What follows belongs to an exercise in optimizing a design on an open flow for small area, a short achievable clock period and few clock cycles; a production flow would make more cautious choices.
The RTL was checked by simulation tests, not by an equivalence proof against the original design.
No activity file was given, so power comes from the tool's default toggle rates.

Design tgui_blit, start of the top module:
module tgui_blit (
    input             clk,
    input             rst,
    input             cmd_valid,
    input      [7:0]  cmd_code,
    input      [7:0]  cmd_rop,
    input      [15:0] cmd_flags,
    input      [31:0] cmd_fg,
    input      [31:0] cmd_bg,
    input      [15:0] cmd_dst_x,
    input      [15:0] cmd_dst_y,
    input      [15:0] cmd_src_x,
    input      [15:0] cmd_src_y,
    input      [15:0] cmd_size_x,
    input      [15:0] cmd_size_y,
    input      [15:0] cmd_clip_left,
    input      [15:0] cmd_clip_top,
    input      [15:0] cmd_clip_right,
    input      [15:0] cmd_clip_bottom,
    input      [9:0]  cmd_rowoffset,
    input      [1:0]  cmd_bpp,
    input             pat_we,
    input      [5:0]  pat_addr,
    input      [7:0]  pat_data,
    output            busy,
    output            mem_req,
    output            mem_we,
    output     [19:0] mem_addr,
    output     [1:0]  mem_size,
    output     [31:0] mem_wdata,
    input             mem_ready,
    input             mem_rvalid,
    input      [31:0] mem_rdata
);
    localparam F_SRCPAT    = 1;
    localparam F_SRCDISP   = 2;
    localparam F_PATMONO   = 5;
    localparam F_SRCMONO   = 6;
    localparam F_YNEG      = 8;
    localparam F_XNEG      = 9;
    localparam F_YMAJ      = 10;
    localparam F_TRANSENA  = 12;
    localparam F_TRANSREV  = 13;
    localparam F_SOLIDFILL = 14;
    localparam P_IDLE  = 2'd0;
    localparam P_SETUP = 2'd1;
    localparam P_RUN   = 2'd2;
    localparam M_BLT  = 2'd0;    
    localparam M_LINE = 2'd1;    
    localparam M_VEC  = 2'd2;    
    localparam SRC_DISP  = 2'd0;
    localparam SRC_PAT   = 2'd1;    
  ...
Size in the first run: ~1300 flip-flops, about 380 I/O pins, about 72000 µm² of cells after synthesis.
export LEC_CHECK = 0
export CAP_MARGIN = 20
export CORE_MARGIN = 2
export CORE_UTILIZATION = 55
export PLACE_DENSITY = 0.7
export SETUP_SLACK_MARGIN = 5
export SLEW_MARGIN = 20
create_clock -name core_clock -period 12.0 [get_ports {clk}]
run.sh (not shown) runs the stock make flow with config.mk's settings and CLKGATE_MAP_FILE= SYNTH_SCRIPT=/design/flow/synth_recipe.tcl, a recipe that flattens the netlist after the stock synthesis.
Testbench counts at the start, summed over its fixed seeds: cycles 298,733.
Then changed:
==> flow/flow/run.sh (new file) <==
#!/bin/bash
set -euo pipefail
bash standard.sh SETUP_SLACK_MARGIN=7 finish > layout_make.log 2>&1
==> flow/standard.sh (new file) <==
#!/bin/bash
# synth_recipe.tcl (not shown) runs the flow's synth.tcl, then flattens the netlist and writes it again
# the make line also repeats each setting of config.mk as NAME=value (left out here)
make -C /OpenROAD-flow-scripts/flow DESIGN_CONFIG=/design/flow/config.mk WORK_HOME=/design/flow/orfs CLKGATE_MAP_FILE= SYNTH_SCRIPT=/design/flow/synth_recipe.tcl "${@:-finish}"
removed: flow/run.sh
The new run ran to the end with no violations.
Via count drops by 0.33%.
Final area increases by 0.31%.
Setup slack is better by 0.70 ns.
Clock power increases by about 1%.
Critical path depth goes down by 7.
Power goes up by 0.52%.
Global-route usage falls by 0.32 points.
Fmax grows by 14%.
Clock-buffer cell count came out higher by 4.
Sequential share of layout area came out lower by 0.15 points.
Utilization goes up by 0.20 points.
Then changed:
==> flow/run.sh (new file) <==
#!/bin/bash
# synth_recipe.tcl (not shown) runs the flow's synth.tcl, then flattens the netlist and writes it again
# the make line also repeats each setting of config.mk as NAME=value (left out here)
make -C /OpenROAD-flow-scripts/flow DESIGN_CONFIG=/design/flow/config.mk WORK_HOME=/design/flow/orfs CLKGATE_MAP_FILE= SYNTH_SCRIPT=/design/flow/synth_recipe.tcl finish
Settings changed: CORE_UTILIZATION 55 to 40, PLACE_DENSITY 0.7 to 0.6.
removed: flow/flow/run.sh
removed: flow/standard.sh
Fmax shrinks by about a fifth.
Global-route usage shrinks by 7.6 points.
Non-clock buffer count shrinks by 4.
Routed wire length grows by a few percent.
Power grows slightly.
First-iteration DRC count shrinks by roughly a tenth.
Final area grows slightly.
Utilization shrinks by 17 points.

========
Another version of the RTL of tgui_blit (not shown whole).
For scale: roughly 1,300 flip-flops, ~380 I/O pins, about 72,000 sq um of cells after synthesis.
export LEC_CHECK = 0
export CAP_MARGIN = 20
export CORE_MARGIN = 2
export CORE_UTILIZATION = 55
export PLACE_DENSITY = 0.7
export SETUP_SLACK_MARGIN = 5
export SLEW_MARGIN = 20
create_clock -name core_clock -period 12.0 [get_ports {clk}]
standard.sh (not shown) runs the stock make flow with config.mk's settings and CLKGATE_MAP_FILE= SYNTH_SCRIPT=/design/flow/synth_recipe.tcl, a recipe that flattens the netlist after the stock synthesis.
==> flow/flow/run.sh <==
#!/bin/bash
set -euo pipefail
bash standard.sh SETUP_SLACK_MARGIN=8 finish > layout_make.log 2>&1
The starting point passed the timing, DRC and antenna checks.
Testbench counts at the start, summed over its fixed seeds: cycles 298,733.
Then changed:
==> flow/flow/run.sh (replaced) <==
#!/bin/bash
set -euo pipefail
bash standard.sh SETUP_SLACK_MARGIN=8.5 "BUFFER_PORTS_ARGS=-buffer_cell sky130_fd_sc_hd__buf_2" finish > layout_make.log 2>&1
--- a/flow/config.mk
+++ b/flow/config.mk
@@ -7,0 +8 @@
+export ABC_AREA = 1
With this change the flow finished but failed the layout checks on capacitance limit, slew limit.
Synthesized area increases by about 1.8%.
Setup slack gets better by 0.19 ns.
Routed wire length increases by about 23%.
Global-route usage increases by 4.3 points.
Via count increases by 26%.
Power increases by about 0.4%.
Then changed:
==> flow/flow/run.sh (replaced) <==
#!/bin/bash
set -euo pipefail
bash standard.sh SETUP_SLACK_MARGIN=8 "BUFFER_PORTS_ARGS=-buffer_cell sky130_fd_sc_hd__buf_2" finish > layout_make.log 2>&1
--- a/flow/config.mk
+++ b/flow/config.mk
@@ -9 +9 @@
-export CAP_MARGIN = 20
+export CAP_MARGIN = 10
@@ -14 +14 @@
-export SLEW_MARGIN = 20
+export SLEW_MARGIN = 10
=> With this change the flow completed without violations. Core utilization went down by 5.5 points. Wire length came out lower by 11%. Count of clock-buffer cells in the layout is higher by 6.

========
tgui_blit again, from the RTL that the note above started with.
clock: 12.0 ns
lec_check: 0
abc_area: 1
cap_margin: 20
core_margin: 2
core_utilization: 45
place_density: 0.65
setup_slack_margin: 5
slew_margin: 20
==> flow/flow/run.sh <==
#!/bin/bash
set -euo pipefail
bash standard.sh SETUP_SLACK_MARGIN=8 "BUFFER_PORTS_ARGS=-buffer_cell sky130_fd_sc_hd__buf_2" finish > layout_make.log 2>&1
The baseline went through all stages and came out clean.
Testbench counts at the start, summed over its fixed seeds: cycles 298,733.
Rerun with:
==> flow/flow/run.sh (replaced) <==
#!/bin/bash
set -euo pipefail
bash standard.sh SETUP_SLACK_MARGIN=8 finish > layout_make.log 2>&1
CORE_UTILIZATION = 55   (was 45)
PLACE_DENSITY = 0.7   (was 0.65)
TNS_END_PERCENT = 0   (was default)
The new run went through all stages and came out clean.
Via count drops by 1.2%.
Non-clock buffer count drops by 101.
Wire length drops by 5.8%.
Worst setup slack gets worse by 72 ps.
Hold slack gets better by 15 ps.
Rerun with:
==> flow/flow/run.sh (replaced) <==
#!/bin/bash
set -euo pipefail
bash standard.sh SETUP_SLACK_MARGIN=8 "BUFFER_PORTS_ARGS=-buffer_cell sky130_fd_sc_hd__buf_2" finish > layout_make.log 2>&1
ABC_AREA = default   (was 1)
TNS_END_PERCENT = default   (was 0)
Flip-flop and latch count does not change.
Global-route usage goes down by 3.3 points.
Clock skew goes up by 6.0 ps.

========
Setup of lane 1:
Another version of the RTL of tgui_blit (not shown whole).
For scale: roughly 8200 cells after synthesis, about 1300 flip-flops, about 0.072 mm^2 of cells after synthesis.
## tgui_blit
module tgui_blit (
    input             clk,
    input             rst,
    input             cmd_valid,
    input      [7:0]  cmd_code,
    input      [7:0]  cmd_rop,
    input      [15:0] cmd_flags,
    input      [31:0] cmd_fg,
    input      [31:0] cmd_bg,
    input      [15:0] cmd_dst_x,
    input      [15:0] cmd_dst_y,
    input      [15:0] cmd_src_x,
    input      [15:0] cmd_src_y,
    input      [15:0] cmd_size_x,
    input      [15:0] cmd_size_y,
    input      [15:0] cmd_clip_left,
    input      [15:0] cmd_clip_top,
    input      [15:0] cmd_clip_right,
    input      [15:0] cmd_clip_bottom,
    input      [9:0]  cmd_rowoffset,
    input      [1:0]  cmd_bpp,
    input             pat_we,
    input      [5:0]  pat_addr,
    input      [7:0]  pat_data,
    output            busy,
    output            mem_req,
    output            mem_we,
    output     [19:0] mem_addr,
    output     [1:0]  mem_size,
    output     [31:0] mem_wdata,
    input             mem_ready,
    input             mem_rvalid,
    input      [31:0] mem_rdata
);
Settings: LEC_CHECK=0, ABC_AREA=1, CAP_MARGIN=20, CORE_MARGIN=2, CORE_UTILIZATION=55, PLACE_DENSITY=0.7, SETUP_SLACK_MARGIN=5, SLEW_MARGIN=20; clock period 12.0 ns.
==> flow/flow/run.sh <==
#!/bin/bash
set -euo pipefail
bash standard.sh SETUP_SLACK_MARGIN=8 "BUFFER_PORTS_ARGS=-buffer_cell sky130_fd_sc_hd__buf_2" finish > layout_make.log 2>&1
Lane 1 ended with every stage complete and zero timing, DRC or antenna violations.
Testbench counts of lane 1, summed over its fixed seeds: cycles 298,733.
For lane 2, these inputs were changed with respect to lane 1:
Settings: CTS_BUF_LIST: unset -> sky130_fd_sc_hd__clkbuf_8.
==> comparison <==
Compared with lane 1, in lane 2 part of the total power dissipated in sequential elements picked up an extra 1.4 points; power drawn by the combinational cells neither gained nor lost much; met2 track demand over resource lost 0.43 points; worst setup slack after layout lost 0.17 ns; area growth from synthesis to final layout neither gained nor lost much.
On finished layout cell area, lane 2 and lane 1 are basically level.
Changes observed in lane 2 relative to lane 1: share of post-route cells with drive strength above 1 increased by 0.91 points relative to the old numbers; total clock buffers created by CTS went up 73.

========
tgui_blit, a different RTL version from the one above (not shown whole).
Size in the first run: roughly 8,500 cells after synthesis, about 1,300 flip-flops, ~380 I/O pins, roughly 74,000 sq um of cells after synthesis.
## tgui_blit
module tgui_blit (
    input             clk,
    input             rst,
    input             cmd_valid,
    input      [7:0]  cmd_code,
    input      [7:0]  cmd_rop,
    input      [15:0] cmd_flags,
    input      [31:0] cmd_fg,
    input      [31:0] cmd_bg,
    input      [15:0] cmd_dst_x,
    input      [15:0] cmd_dst_y,
    input      [15:0] cmd_src_x,
    input      [15:0] cmd_src_y,
    input      [15:0] cmd_size_x,
    input      [15:0] cmd_size_y,
    input      [15:0] cmd_clip_left,
    input      [15:0] cmd_clip_top,
    input      [15:0] cmd_clip_right,
    input      [15:0] cmd_clip_bottom,
    input      [9:0]  cmd_rowoffset,
    input      [1:0]  cmd_bpp,
    input             pat_we,
    input      [5:0]  pat_addr,
    input      [7:0]  pat_data,
    output            busy,
    output            mem_req,
    output            mem_we,
    output     [19:0] mem_addr,
    output     [1:0]  mem_size,
    output     [31:0] mem_wdata,
    input             mem_ready,
    input             mem_rvalid,
    input      [31:0] mem_rdata
);
    localparam F_SRCPAT    = 1;
  ...
Settings: LEC_CHECK=0, ABC_AREA=1, CAP_MARGIN=20, CORE_MARGIN=2, CORE_UTILIZATION=65, PLACE_DENSITY=0.8, SETUP_SLACK_MARGIN=5, SLEW_MARGIN=20; clock period 12.0 ns.
Scripts as last shown in full above: flow/flow/run.sh
The first run passed the timing, DRC and antenna checks.
Testbench counts at the start, summed over its fixed seeds: cycles 298,733.
Rerun with:
==> flow/flow/run.sh (replaced) <==
#!/bin/bash
set -euo pipefail
bash standard.sh SETUP_SLACK_MARGIN=9 "BUFFER_PORTS_ARGS=-buffer_cell sky130_fd_sc_hd__buf_2" finish > layout_make.log 2>&1
--- a/flow/config.mk
+++ b/flow/config.mk
@@ -11,2 +11,2 @@
-export CORE_UTILIZATION = 65
-export PLACE_DENSITY = 0.8
+export CORE_UTILIZATION = 55
+export PLACE_DENSITY = 0.7
@@ -14,0 +15 @@
+export TNS_END_PERCENT = 0
=> Critical path depth grows by 8. Combinational power shrinks by 11%. Clock skew shrinks by 0.016 ns. Register-to-register slack improves by 0.06 ns. Synthesized area is unchanged. Count of clock-buffer cells in the layout grows by 4. Power shrinks by 3.6%. Hold slack degrades by 0.0034 ns. Cell count grows by 0.90%.
Rerun with:
==> flow/flow/run.sh (replaced) <==
#!/bin/bash
set -euo pipefail
bash standard.sh SETUP_SLACK_MARGIN=8 "BUFFER_PORTS_ARGS=-buffer_cell sky130_fd_sc_hd__buf_2" finish > layout_make.log 2>&1
--- a/flow/config.mk
+++ b/flow/config.mk
@@ -15 +14,0 @@
-export TNS_END_PERCENT = 0
Fmax is about the same.
Sequential share of layout area went down by 1.3 points.
Global-route usage goes up by 0.27 points.
Cell count climbs by 1.4%.
Total power grows by 1.9%.
Sequential cell count does not change.
Rerun with:
--- a/flow/config.mk
+++ b/flow/config.mk
@@ -14,0 +15 @@
+export TNS_END_PERCENT = 0
What happened: Register-to-register slack loses 0.07 ns. Power fell by about 1.8%. Synthesized area does not change. Sequential cell count stays the same. Cell area fell by about 3%. Global-route usage falls by 0.27 points. Die area stays the same. Wire length shrinks by about 2%. Sequential power is about the same.
Rerun with:
==> flow/flow/run.sh (replaced) <==
#!/bin/bash
set -euo pipefail
bash standard.sh SETUP_SLACK_MARGIN=8 finish > layout_make.log 2>&1
--- a/flow/config.mk
+++ b/flow/config.mk
@@ -15 +14,0 @@
-export TNS_END_PERCENT = 0
The changed run finished with timing, DRC and antenna clean.
Wire length grows by 5.1%.
First-iteration DRC count grows by 17%.
Power grows by 4.1%.
Cell area grows by 6.7%.
Via count grows by 3.4%.
Combinational power grows by 13%.
Synthesized area is unchanged.
Non-clock buffer count grows by 197.
Count of clock-buffer cells in the layout shrinks by 3.
Synthesized cell count stays the same.
Clock power shrinks by about 0.9%.

## re-timing with driven ports
Ports are ideal in the flow. The routed layouts listed here were re-timed in OpenROAD. Step 1 (the two cells are an assumption about what drives the block):
set clk [get_ports {clk}]
set_driving_cell -lib_cell sky130_fd_sc_hd__clkbuf_16 $clk
set_driving_cell -lib_cell sky130_fd_sc_hd__buf_2 [delete_from_list [all_inputs] $clk]
Step 2 adds t to the input delays and takes it off the output delays; t is the mean of the earliest and latest rising clock arrival at the registers after step 1. Input paths then give back, and output paths get back, about the clock's delay inside the block. Slacks: ideal / step 1 / step 2; pairs: ideal / step 1.
| run | shift t [ns] | setup slack, ns | slew at the worst register clock pin (ns) | worst slew at a driven data input, ns | pins driven straight from the clock port |
|---|---|---|---|---|---|
| the first run of note 1 | 0.871 | 6.328 / 6.328 / 5.665 | 0.07 / 0.07 | 0.16 | 1 |
| the second run of note 1 | 0.869 | 7.031 / 7.029 / 6.214 | 0.07 / 0.07 | 0.33 | 1 |
| the third run of note 1 | 0.877 | 6.060 / 6.060 / 5.874 | 0.07 / 0.07 | 0.13 | 1 |
| the first run of note 2 | 0.869 | 7.388 / 7.388 / 6.990 | 0.06 / 0.06 | 0.11 | 1 |
| the second run of note 2 | 0.891 | 7.580 / 7.580 / 7.152 | 0.07 / 0.07 | 0.16 | 1 |
| the third run of note 2 | 0.873 | 7.786 / 7.703 / 7.080 | 0.07 / 0.07 | 0.17 | 1 |
| the first run of note 3 | 0.889 | 7.641 / 7.551 / 7.024 | 0.06 / 0.06 | 0.19 | 1 |
| the second run of note 3 | 0.851 | 7.570 / 7.618 / 6.774 | 0.06 / 0.06 | 0.16 | 1 |
| the third run of note 3 | 0.865 | 7.615 / 7.531 / 7.108 | 0.07 / 0.07 | 0.13 | 1 |
| lane 1 | 0.873 | 7.182 / 7.102 / 7.116 | 0.07 / 0.07 | 0.28 | 1 |
| lane 2 | 1.052 | 7.009 / 6.929 / 7.054 | 0.07 / 0.07 | 0.29 | 1 |
| the first run of note 5 | 0.846 | 7.579 / 7.579 / 6.909 | 0.07 / 0.07 | 0.20 | 1 |
| the second run of note 5 | 0.857 | 7.639 / 7.639 / 6.833 | 0.07 / 0.07 | 0.19 | 1 |
| the third run of note 5 | 0.859 | 7.638 / 7.679 / 6.819 | 0.07 / 0.07 | 0.18 | 1 |
| the fourth run of note 5 | 0.857 | 7.639 / 7.639 / 6.833 | 0.07 / 0.07 | 0.19 | 1 |
| the fifth run of note 5 | 0.871 | 7.747 / 7.661 / 6.937 | 0.07 / 0.07 | 0.21 | 1 |
The setup slack of the third run of note 5, which loses most, moves by +0.041 ns with the drivers and by -0.819 ns with both steps.
